This design comes from an exercise in tuning for small area on the open sky130 flow, not from production work. RTL that was checked went through simulation tests only; none was proved equivalent to the original. Power and IR drop assume default switching activity.

## datc_gain
module datc_gain (
    input  wire        clk,
    input  wire        rst,
    input  wire        ctl_valid,
    input  wire        ctl_vol,        
    input  wire [1:0]  ctl_ch,         
    input  wire [15:0] ctl_arg,
    input  wire        blk_valid,
    output wire        blk_ready,
    input  wire [4:0]  blk_cnt,        
    input  wire [2:0]  blk_fmt,        
    input  wire        in_valid,
    output wire        in_ready,
    input  wire [63:0] in_data,        
    output wire        out_valid,
    input  wire        out_ready,
    output wire [31:0] out_data,
    output wire        out_last
);
    function [25:0] radd25;
        input [24:0] a, b;
        input        ci;
        integer      k;
        reg          cy;
        begin
            cy = ci;
            for (k = 0; k < 25; k = k + 1) begin
                radd25[k] = a[k] ^ b[k] ^ cy;
                cy = (a[k] & b[k]) | (a[k] & cy) | (b[k] & cy);
            end
            radd25[25] = cy;
        end
    endfunction
    reg        mute [0:2];
    reg [15:0] nv   [0:2];
    integer    n;
    wire [25:0] nv_neg = radd25({9'd0, ~ctl_arg}, 25'd0, 1'b1);
    wire [15:0] nv_wr = ctl_arg[15] ? nv_neg[15:0] : 16'd0;    
    always @(posedge clk) begin
        if (rst) begin
            for (n = 0; n < 3; n = n + 1) begin
                mute[n] <= 1'b0;
                nv[n]   <= 16'd0;
            end
        end else if (ctl_valid && ctl_ch != 2'd3) begin
            if (ctl_vol)
                nv[ctl_ch] <= nv_wr;
            else
                mute[ctl_ch] <= ctl_arg[0];
        end
    end
    wire [25:0] m0   = radd25({9'd0, nv[2]}, {9'd0, nv[0]}, 1'b0);
    wire [25:0] m1   = radd25({9'd0, nv[2]}, {9'd0, nv[1]}, 1'b0);
    wire        sil0 = mute[2] | mute[0] | m0[16] | m0[15];
    wire        sil1 = mute[2] | mute[1] | m1[16] | m1[15];
    localparam S_IDLE = 3'd0, S_DB = 3'd1, S_DT = 3'd2, S_WDIV = 3'd3,
               S_FR = 3'd4, S_PAD = 3'd5, S_END = 3'd6;
    reg [2:0]  state;
    reg        ch;                 
    reg [3:0]  i;                  
    reg [1:0]  j;                  
    reg [29:0] M;                  
    reg [1:0]  sil;                
    reg [4:0]  cnt;
    reg [2:0]  fmt;
    reg [30:0] A;                  
    reg [31:0] P;                  
  ...
export LEC_CHECK = 0
export CAP_MARGIN = 20
export CORE_MARGIN = 2
export CORE_UTILIZATION = 40
export SLEW_MARGIN = 20
create_clock -name core_clock -period 12.5 [get_ports {clk}]
run.sh (not shown) runs the stock make flow with config.mk's settings and CLKGATE_MAP_FILE= SYNTH_SCRIPT=/design/flow/synth_recipe.tcl, a recipe that flattens the netlist after the stock synthesis.
The first run finished but failed the layout checks on setup timing.
Rerun with:
--- a/flow/design.v
+++ b/flow/design.v
@@ -12,50 +12,35 @@
     input  wire        in_valid,
     output wire        in_ready,
     input  wire [63:0] in_data,        
     output wire        out_valid,
     input  wire        out_ready,
     output wire [31:0] out_data,
     output wire        out_last
 );
-    function [25:0] radd25;
-        input [24:0] a, b;
-        input        ci;
-        integer      k;
-        reg          cy;
-        begin
-            cy = ci;
-            for (k = 0; k < 25; k = k + 1) begin
-                radd25[k] = a[k] ^ b[k] ^ cy;
-                cy = (a[k] & b[k]) | (a[k] & cy) | (b[k] & cy);
-            end
-            radd25[25] = cy;
-        end
-    endfunction
     reg        mute [0:2];
     reg [15:0] nv   [0:2];
     integer    n;
-    wire [25:0] nv_neg = radd25({9'd0, ~ctl_arg}, 25'd0, 1'b1);
-    wire [15:0] nv_wr = ctl_arg[15] ? nv_neg[15:0] : 16'd0;    
+    wire [15:0] nv_wr = ctl_arg[15] ? (~ctl_arg + 16'd1) : 16'd0;    
     always @(posedge clk) begin
         if (rst) begin
             for (n = 0; n < 3; n = n + 1) begin
                 mute[n] <= 1'b0;
                 nv[n]   <= 16'd0;
             end
         end else if (ctl_valid && ctl_ch != 2'd3) begin
             if (ctl_vol)
                 nv[ctl_ch] <= nv_wr;
             else
                 mute[ctl_ch] <= ctl_arg[0];
         end
     end
-    wire [25:0] m0   = radd25({9'd0, nv[2]}, {9'd0, nv[0]}, 1'b0);
-    wire [25:0] m1   = radd25({9'd0, nv[2]}, {9'd0, nv[1]}, 1'b0);
+    wire [16:0] m0   = {1'b0, nv[2]} + {1'b0, nv[0]};
+    wire [16:0] m1   = {1'b0, nv[2]} + {1'b0, nv[1]};
     wire        sil0 = mute[2] | mute[0] | m0[16] | m0[15];
     wire        sil1 = mute[2] | mute[1] | m1[16] | m1[15];
     localparam S_IDLE = 3'd0, S_DB = 3'd1, S_DT = 3'd2, S_WDIV = 3'd3,
                S_FR = 3'd4, S_PAD = 3'd5, S_END = 3'd6;
     reg [2:0]  state;
     reg        ch;                 
     reg [3:0]  i;                  
     reg [1:0]  j;                  
@@ -147,30 +132,29 @@
             5'd10:   bad = (R0 != 4'd0) && (R0 != 4'd5);
             5'd12:   bad = (R0 != 4'd0) && (R0 != 4'd3) && (R0 != 4'd6) && (R0 != 4'd9);
             5'd14:   bad = (R0 != 4'd0) && (R0 != 4'd7);
             default: bad = 1'b0;
         endcase
     end
     wire       mb    = ~Q0[24] & bad;
     wire [3:0] cm1   = cnt[3:0] - 4'd1;
-    wire       last_fr = ({1'b0, i} + 5'd1 == cnt);
     wire [3:0] F_eff = (i == 4'd0) ? (mb ? cm1 : 4'd0) : F0;
     wire [4:0] fsum  = {1'b0, F_eff} + {1'b0, R0};
+    wire       nat   = fsum >= cnt;
+    wire [4:0] fdif  = fsum - cnt;
+    wire [3:0] F_nxt = nat ? fdif[3:0] : fsum[3:0];
+    wire       rc    = mb ? ((i == 4'd0) ? 1'b0 : (i == cm1) ? 1'b1 : nat) : nat;
+    wire [24:0] G_nxt = G0 + Q0 + {24'd0, rc};
     wire       dfirst = (dcnt == 5'd25);
-    wire [4:0] dt     = st_fr ? fsum : {dfirst ? 4'd0 : R0, Q0[24]};
-    wire [5:0] dsub   = {1'b0, dt} - {1'b0, cnt};
-    wire       dge    = ~dsub[5];
-    wire [3:0] dsel   = dge ? dsub[3:0] : dt[3:0];
-    wire [3:0] F_nxt  = dsel;
-    wire       rc     = mb ? ((i == 4'd0) ? 1'b0 : last_fr ? 1'b1 : dge) : dge;
+    wire [4:0] dt     = {dfirst ? 4'd0 : R0, Q0[24]};
+    wire       dge    = dt >= cnt;
+    wire [4:0] ddif   = dt - cnt;
     wire       dq     = (dfirst & dneg) | dge;
-    wire [3:0] dR     = (dfirst & dneg) ? cm1 : dsel;
-    wire [25:0] G_sum = radd25(G0, Q0, rc);
-    wire [24:0] G_nxt = G_sum[24:0];
+    wire [3:0] dR     = (dfirst & dneg) ? cm1 : dge ? ddif[3:0] : dt[3:0];
     wire go      = ~outv | out_ready;
     wire fr_adv  = st_fr & go & in_valid;
     wire fr_done = fr_adv & (j == lastj);
     assign blk_ready = (state == S_IDLE);
     assign in_ready  = st_fr & go & (j == lastj) & ch;
     assign out_valid = outv;
     assign out_last  = lastq;
     wire [23:0] y    = P[23:0] ^ {24{sgnq}};
@@ -263,17 +247,17 @@
                     R0    <= R1;
                     R1    <= R0;
                     F1    <= F_nxt;
                     F0    <= F1;
                     ch    <= ~ch;
                     j     <= 2'd0;
                     if (ch) begin
                         i <= i + 4'd1;
-                        if (last_fr)
+                        if ({1'b0, i} + 5'd1 == cnt)
                             state <= cnt[4] ? S_END : S_PAD;
                     end
                 end else begin
                     j <= j + 2'd1;
                 end
             end
             S_PAD: if (go) begin
                 P     <= 32'd0;
What happened: The changed run produced a clean layout; total power is higher by a few percent; routed wire length is higher by roughly a tenth; register-to-register slack is better by 2300 ps; synthesized cell count is higher by roughly a tenth; worst setup slack is better by 1700 ps; utilization is lower by 1.3 points; die area is higher by a few percent; combinational power is higher by a few percent; global-route usage is higher by 0.86 points; first-iteration DRC count is higher by about a fifth.
For the second run of this note, only the layout was checked, not whether the RTL still works.

separate check: timing with driven ports:
How much do the figures lean on ideal ports? The routed layouts below were timed once more, with nothing changed but the port constraints. Step 1 sets driving cells, clkbuf_16 on the clock port and buf_2 on the other inputs (assumed; they add their load-dependent delay and slew). Step 2 adds t to the input delays and takes it off the output delays; t is the mean of the earliest and latest rising clock arrival at the registers after step 1. Input paths then give back, and output paths get back, about the clock's delay inside the block. Three values: ideal, step 1, step 2; two values: the first two.
run | t (ns) | setup WS [ns] | worst hold slack (ns) | clock arrival spread, ns
the first run | 0.623 | -0.546 / -0.546 / -0.546 | 0.418 / 0.418 / 0.418 | 0.014 / 0.014
the second run | 0.655 | 1.126 / 1.156 / 0.501 | 0.421 / 0.421 / 0.421 | 0.046 / 0.046
The setup slack of the second run, which loses most, moves by +0.030 ns with the drivers and by -0.625 ns with both steps.
